Context: an optimization exercise on an open-source flow, tuned for small area, a short achievable clock period and few clock cycles. The choices shown serve that exercise and are no tape-out recipe.
Function was checked by simulation only, so behaviour that the tests miss may differ from the original.

<file path="design/flow/run.sh">
#!/bin/bash
# synth_recipe.tcl (not shown) runs the flow's synth.tcl, then flattens the netlist and writes it again
# the make line also repeats each setting of config.mk as NAME=value (left out here)
make -C /OpenROAD-flow-scripts/flow DESIGN_CONFIG=/design/flow/config.mk WORK_HOME=/design/flow/orfs CLKGATE_MAP_FILE= SYNTH_SCRIPT=/design/flow/synth_recipe.tcl finish
</file>
<file path="design/flow/config.mk">
export PLATFORM = sky130hd
export DESIGN_NAME = rcb_canvas
export DESIGN_NICKNAME = rcb_canvas
export VERILOG_FILES = /design/flow/design.v
export SDC_FILE = /design/flow/constraint.sdc
export NUM_CORES = 4
export LEC_CHECK = 0
export CAP_MARGIN = 20
export CORE_MARGIN = 2
export CORE_UTILIZATION = 35
export PLACE_DENSITY = 0.5
export SLEW_MARGIN = 20
</file>
<file path="design/flow/constraint.sdc">
create_clock -name core_clock -period 45.0 [get_ports {clk}]
set_input_delay 9.0000 -clock core_clock [delete_from_list [all_inputs] [get_ports {clk}]]
set_output_delay 9.0000 -clock core_clock [all_outputs]
set_load 0.01 [all_outputs]
</file>
<file path="design/flow/design.v">
module rcb_a2l (
    input  wire [31:0] angle,
    input  wire [5:0]  n,
    output wire [24:0] norm_q16,
    output wire [31:0] led_q16,
    output wire [4:0]  idx,
    output wire [24:0] rem
);
    wire [16:0] int_biased = {angle[31], angle[31:16]} + 17'd33120;
    wire [8:0]  int_mod    = int_biased % 17'd360;
    assign norm_q16 = {int_mod, angle[15:0]};
    wire [30:0] prod = n * norm_q16;
    assign led_q16 = prod / 31'd360;
    assign idx     = led_q16[20:16];
    assign rem     = prod - idx * 31'd23592960;
endmodule
module rcb_canvas (
    input  wire        clk,
    input  wire        rst,
    input  wire        cmd_valid,
    output wire        cmd_ready,
    input  wire [3:0]  cmd_op,
    input  wire [31:0] cmd_a,
    input  wire [31:0] cmd_b,
    input  wire        cmd_flag,
    input  wire [31:0] cmd_color,
    output reg         rsp_valid,
    output reg  [1:0]  rsp_code,
    output reg  [31:0] rsp_data
);
    localparam NMAX = 32;
    localparam OP_NOP   = 4'd0;
    localparam OP_CLEAR = 4'd1;
    localparam OP_ARC   = 4'd2;
    localparam OP_FILL  = 4'd3;
    localparam OP_DECAY = 4'd4;
    localparam OP_A2L   = 4'd5;
    localparam OP_RDPIX = 4'd6;
    localparam OP_WRPIX = 4'd7;
    localparam OP_SETN  = 4'd8;
    localparam RSP_OK     = 2'd0;
    localparam RSP_RANGE  = 2'd2;
    localparam RSP_BADOPC = 2'd3;
    localparam S_IDLE      = 3'd0;
    localparam S_FILL      = 3'd1;
    localparam S_DECAY     = 3'd2;
    localparam S_ARC_SETUP = 3'd3;
    localparam S_ARC_WHOLE = 3'd4;
    localparam S_ARC_EDGE  = 3'd5;
    reg [2:0]  state;
    reg [5:0]  n_q;             
    reg [31:0] ring [0:NMAX-1];
    reg [31:0] a_q, b_q, color_q;
    reg        flag_q;
    reg [4:0]  idx_q;           
    reg [5:0]  cnt_q;           
    reg [4:0]  edge_idx_q;      
    reg [31:0] edge_col_q;      
    assign cmd_ready = (state == S_IDLE);
    wire accept = cmd_valid && cmd_ready;
    wire [24:0] from_norm, to_norm;
    wire [31:0] from_led,  to_led;
    wire [4:0]  from_idx,  to_idx;
    wire [24:0] from_rem,  to_rem;
    wire [31:0] from_angle = (state == S_IDLE) ? cmd_a : a_q;
    rcb_a2l u_a2l_from (
        .angle(from_angle), .n(n_q),
        .norm_q16(from_norm), .led_q16(from_led), .idx(from_idx), .rem(from_rem)
    );
    rcb_a2l u_a2l_to (
        .angle(b_q), .n(n_q),
        .norm_q16(to_norm), .led_q16(to_led), .idx(to_idx), .rem(to_rem)
    );
    reg [5:0] arc_count;
    reg [4:0] arc_edge;
    always @(*) begin
        if (flag_q) begin
            if (to_norm >= from_norm)
                arc_count = {1'b0, to_idx} - {1'b0, from_idx} + 6'd1;
            else
                arc_count = n_q - {1'b0, from_idx} + {1'b0, to_idx} + 6'd1;
            arc_edge = ({1'b0, to_idx} + 6'd1 == n_q) ? 5'd0 : to_idx + 5'd1;
        end else begin
            if (to_norm <= from_norm)
                arc_count = {1'b0, from_idx} - {1'b0, to_idx} + 6'd1;
            else
                arc_count = {1'b0, from_idx} + n_q - {1'b0, to_idx} + 6'd1;
            arc_edge = (to_idx == 5'd0) ? n_q[4:0] - 5'd1 : to_idx - 5'd1;
        end
    end
    reg [31:0] arc_edge_col;
    integer ch;
    reg [32:0] edge_prod;
    reg [16:0] edge_hi;
    always @(*) begin
        for (ch = 0; ch < 4; ch = ch + 1) begin
            edge_prod = color_q[ch*8 +: 8] * to_rem;
            edge_hi   = edge_prod[32:16];
            arc_edge_col[ch*8 +: 8] = edge_hi / 17'd720;
        end
    end
    reg [31:0] fill_t;
    reg [24:0] fill_prod;
    always @(*) begin
        for (ch = 0; ch < 4; ch = ch + 1) begin
            fill_prod = color_q[ch*8 +: 8] * a_q[16:0];
            fill_t[ch*8 +: 8] = fill_prod[23:16];
        end
    end
    wire [31:0] cur_pix = ring[idx_q];
    reg  [31:0] decay_pix;
    reg  signed [41:0] dec_v;
    always @(*) begin
        for (ch = 0; ch < 4; ch = ch + 1) begin
            dec_v = $signed({1'b0, cur_pix[ch*8 +: 8]}) * $signed(a_q) + $signed(b_q);
            if (dec_v < 0)
                decay_pix[ch*8 +: 8] = 8'd0;
            else if (dec_v[41:16] > 26'd255)
                decay_pix[ch*8 +: 8] = 8'd255;
            else
                decay_pix[ch*8 +: 8] = dec_v[23:16];
        end
    end
    reg [31:0] fill_pix;
    always @(*) begin
        for (ch = 0; ch < 4; ch = ch + 1)
            fill_pix[ch*8 +: 8] = (cur_pix[ch*8 +: 8] > fill_t[ch*8 +: 8]) ?
                                  cur_pix[ch*8 +: 8] : fill_t[ch*8 +: 8];
    end
    wire last_pix = ({1'b0, idx_q} + 6'd1 == n_q);
    wire [4:0] next_cw  = last_pix ? 5'd0 : idx_q + 5'd1;
    wire [4:0] next_ccw = (idx_q == 5'd0) ? n_q[4:0] - 5'd1 : idx_q - 5'd1;
    integer i;
    always @(posedge clk) begin
        if (rst) begin
            state     <= S_IDLE;
            n_q       <= 6'd32;
            rsp_valid <= 1'b0;
            rsp_code  <= RSP_OK;
            rsp_data  <= 32'd0;
            a_q       <= 32'd0;
            b_q       <= 32'd0;
            color_q   <= 32'd0;
            flag_q    <= 1'b0;
            idx_q     <= 5'd0;
            cnt_q     <= 6'd0;
            edge_idx_q <= 5'd0;
            edge_col_q <= 32'd0;
            for (i = 0; i < NMAX; i = i + 1)
                ring[i] <= 32'd0;
        end else begin
            rsp_valid <= 1'b0;
            case (state)
            S_IDLE: if (accept) begin
                a_q     <= cmd_a;
                b_q     <= cmd_b;
                color_q <= cmd_color;
                flag_q  <= cmd_flag;
                idx_q   <= 5'd0;
                rsp_code <= RSP_OK;
                rsp_data <= 32'd0;
                case (cmd_op)
                OP_NOP: rsp_valid <= 1'b1;
                OP_CLEAR: begin
                    for (i = 0; i < NMAX; i = i + 1)
                        ring[i] <= 32'd0;
                    rsp_valid <= 1'b1;
                end
                OP_ARC:   state <= S_ARC_SETUP;
                OP_FILL: begin
                    if ($signed(cmd_a) < 0 || $signed(cmd_a) > 32'sh0001_0000) begin
                        rsp_code  <= RSP_RANGE;
                        rsp_valid <= 1'b1;
                    end else
                        state <= S_FILL;
                end
                OP_DECAY: state <= S_DECAY;
                OP_A2L: begin
                    rsp_data  <= from_led;
                    rsp_valid <= 1'b1;
                end
                OP_RDPIX: begin
                    if (cmd_a >= {26'd0, n_q})
                        rsp_code <= RSP_RANGE;
                    else
                        rsp_data <= ring[cmd_a[4:0]];
                    rsp_valid <= 1'b1;
                end
                OP_WRPIX: begin
                    if (cmd_a >= {26'd0, n_q})
                        rsp_code <= RSP_RANGE;
                    else
                        ring[cmd_a[4:0]] <= cmd_color;
                    rsp_valid <= 1'b1;
                end
                OP_SETN: begin
                    if (cmd_a == 32'd0 || cmd_a > NMAX)
                        rsp_code <= RSP_RANGE;
                    else begin
                        n_q <= cmd_a[5:0];
                        for (i = 0; i < NMAX; i = i + 1)
                            ring[i] <= 32'd0;
                    end
                    rsp_valid <= 1'b1;
                end
                default: begin
                    rsp_code  <= RSP_BADOPC;
                    rsp_valid <= 1'b1;
                end
                endcase
            end
            S_FILL, S_DECAY: begin
                ring[idx_q] <= (state == S_FILL) ? fill_pix : decay_pix;
                idx_q <= idx_q + 5'd1;
                if (last_pix) begin
                    state     <= S_IDLE;
                    rsp_valid <= 1'b1;
                end
            end
            S_ARC_SETUP: begin
                idx_q      <= from_idx;
                cnt_q      <= arc_count;
                edge_idx_q <= arc_edge;
                edge_col_q <= arc_edge_col;
                state      <= S_ARC_WHOLE;
            end
            S_ARC_WHOLE: begin
                ring[idx_q] <= color_q;
                idx_q <= flag_q ? next_cw : next_ccw;
                cnt_q <= cnt_q - 6'd1;
                if (cnt_q == 6'd1)
                    state <= S_ARC_EDGE;
            end
            S_ARC_EDGE: begin
                ring[edge_idx_q] <= edge_col_q;
                state     <= S_IDLE;
                rsp_valid <= 1'b1;
            end
            default: state <= S_IDLE;
            endcase
        end
    end
endmodule
</file>
==> run_results.csv <==
group,metric,value,unit
finish,drive_gt1_share,11.06,%
drt,drtPass1Iterations,6,
timing,finalHoldViolCount,0,
synth,ys_types,165,
timing,maxSlewHeadroom,17.88,%
worst_setup_path,worstPathArrival,42970,ps
global_route,grt-ovfl-total,0,
placement,dp_cells,22302,
synth,synth_seq_cells,1218,
global_route,grt_pass1_wl,859000,um
cts,cts.path.max_buffers,4,
finish,final_common_cell,"inv_1",
worst_setup_path,rrSetupSlack,3510,ps
worst_setup_path,crit_start,"cmd_a[21]",
worst_setup_path,worst_path_max_delay_cell,"mux2i_1",
timing,slew_violations,0,
drt,vias_per_cell,5.435,
die,dieArea,0.4685,sq mm
die,start_util,35.19,%
cts,cts_hold_buf,0,
run_status,status,"complete, no violations",
synth,postSynth.asyncResetShare,0,%
finish,fin_util,38.15,%
timing,setup_viol,0,
synth,syn-instance-count,16723,
cts,clock_sinks,1218,
synth,syn_area,0.1621,sq mm
placement,dpl_cell_area,0.1706,sq mm
synth,yosysSeqAreaShare,21.37,%
die,fp.dieH,684.4,um
worst_setup_path,r2r_end,"edge_col_q[24]",
synth,synth-edff-count,1024,
timing,setup_tns,0,ps
worst_setup_path,cpMostUsedCell,"nor2_1",
worst_setup_path,r2r_cells,166,
global_route,grt_pass1_vias,124830,
timing,period_needed,42280,ps
finish,design_area,0.1757,sq mm
synth,synth-main-ff-cell,"edfxtp_1",
cts,cts-buffers-inserted,151,
synth,syn_avg_cell_area,9.690,sq um
finish,nets,19368,
timing,holdWs,449.4,ps
placement,pre_cts_ws,134.1,ps
cts,cts_max_level,4,
worst_hold_path,min_path_type,"reg -> reg",
worst_setup_path,cp-endpoint,"rsp_data[1]",
die,core,0.4605,sq mm
synth,yosys_warnings,1,
cts,clk_pin_slew_worst_paths,60,ps
cts,cts_tree,"done",
timing,rsz0062_at_grt,"yes",
timing,timing.final.crit_share,93.96,%
global_route,antenna_found_initial,21,
timing,layout_setup_ws,2719,ps
worst_setup_path,worstSetupPathType,"in -> reg",
finish,synthToLayoutAreaGrowth,8.392,%
global_route,grt_max_degree,116,
die,num_rows,249,
timing,tightest_slew,1223,ps
timing,maxClockFrequency,23.65,MHz
worst_setup_path,r2r-start,"b_q[22]",
die,top_level_ports,140,
drt,wl_per_cell,25.67,um
drt,drc,0,
drt,ant_nets,0,
finish,stdcell_count,22586,
timing,worst_clock_skew,105.7,ps
die,die_w,684.4,um
placement,gp_congestion,0.8928,
drt,vias,122759,
placement,hpwl,403500,um
worst_setup_path,critPathRequiredTime,45690,ps
synth,synth_nets,19777,
worst_setup_path,end_kind,"flip-flop",
drt,drt_wl_total,579800,um
worst_hold_path,min_from,"color_q[27]",
drt,drt-initial-drc-count,10261,
worst_setup_path,cpPeakStageDelay,600,ps
worst_setup_path,worstPathMaxFanout,18,
job,max_cap_viol_count,0,
finish,mostFrequentLayoutCells,"inv_1, fa_1, nand2_1",
cts,root_buffer,"clkbuf_16",
worst_setup_path,critPathLaunchType,"input port",
global_route,grtUsageTotal,24.67,%
cts,clock_latency,890,ps
placement,io_buffers,139,
cell usage after synthesis, types with 70 or more instances:
| library cell | n | area, sq um |
|---|---|---|
| nand3_1 | 152 | 760.7 |
| nand2b_1 | 141 | 882.1 |
| dfxtp_1 | 194 | 3884 |
| inv_1 | 2305 | 8652 |
| and2_1 | 597 | 3735 |
| mux4_2 | 642 | 14460 |
| o21ai_0 | 317 | 1587 |
| mux2i_1 | 194 | 1942 |
| xnor2_1 | 329 | 2882 |
| nor2b_1 | 743 | 4648 |
| nor2_1 | 1618 | 6073 |
| clkbuf_1 | 958 | 3596 |
| a21o_1 | 148 | 1111 |
| fa_1 | 2044 | 40920 |
| xor2_1 | 152 | 1331 |
| buf_1 | 75 | 281.5 |
| ha_1 | 906 | 11340 |
| a21oi_1 | 507 | 2537 |
| nor3_1 | 165 | 825.8 |
| edfxtp_1 | 1024 | 30750 |
| o211ai_1 | 84 | 630.6 |
| a211oi_1 | 70 | 525.5 |
| nand2_1 | 2041 | 7661 |
final cells by class:
type	instances	area (sq um)
clock buffer	188	4011
multi-input combinational	12089	115200
clock inverter	82	720.7
antenna	6	15.01
timing repair buffer	546	4557
inverter	2308	8668
fill	46301	284800
sequential	1218	34750
tap	6149	7694
sequential cells by signal (all words and copies together), names as in the netlist, named ones only:
register,flops
edge_idx_q,5
b_q,32
rsp_data,32
rsp_valid,1
n_q,6
edge_col_q,32
cnt_q,6
ring,1024
state,3
color_q,32
a_q,32
flag_q,1
rsp_code,2
idx_q,5
worst min path at each step:
stage,depth (start not counted),end,slack [ps]
after global routing,2,color_q[3],460
after CTS,2,color_q[31],450
final,2,color_q[27],450
after floorplan,2,edge_col_q[15],440
after detailed placement,2,color_q[10],440
after global placement,2,color_q[31],440
layer usage:
metal / wire length [um] / vias up / GRT usage [%]
li1: - / 54059 / -
met1: 242300 / 63861 / 32.67
met2: 270300 / 4041 / 40.61
met3: 38460 / 788 / 3.594
met4: 28630 / 10 / 9.929
met5: 75 / - / 0
logic make-up after synthesis:
logic type / count (synthesis) / share of synthesized area (%)
compound gates: 1886 / 7.925
xor+xnor: 492 / 2.729
fa+ha+maj: 2970 / 32.37
buf+inv: 3417 / 8.176
flops: 1218 / 21.37
mux: 900 / 10.58
simple gates: 5840 / 16.85
worst max-delay path: cells and delay by family:
kind	cells	cell delay (ps)
AO/OA/AOI/OAI	68	18580
XOR/XNOR	8	2030
adder cells (fa/ha/maj)	4	1950
buffers and inverters	11	1950
multiplexers	9	2090
AND/OR/NAND/NOR	36	7350
timing repair:
item / 4_1_cts / 5_1_grt
endpoints found under the setup margin: 0 / 14
buffers inserted: 0 / 7
gates resized for setup: 0 / 39
Testbench counts, summed over its fixed seeds: cycles 14,526.

-- static timing again, ports no longer ideal --
The flow's constraints put no driver on any port. The routed layout listed below was extracted and timed again, unchanged, in two steps. Step 1, drivers: a clkbuf_16 drives clk and a buf_2 each remaining input, both assumed. Step 2, shift: input delay + t, output delay - t, t = (earliest + latest rising clock arrival at the registers) / 2. This alone moves slack from input paths to output paths. a / b / c = ideal / step 1 / step 2; a / b = the first two.
shift t [ns]: 0.942
setup WS [ns]: 2.719 / 2.808 / 1.866
clock arrival spread, ns: 0.105 / 0.105
After both steps this run still meets setup and hold. For this run, drivers alone change the setup slack by +0.089 ns; drivers and shift together by -0.853 ns.
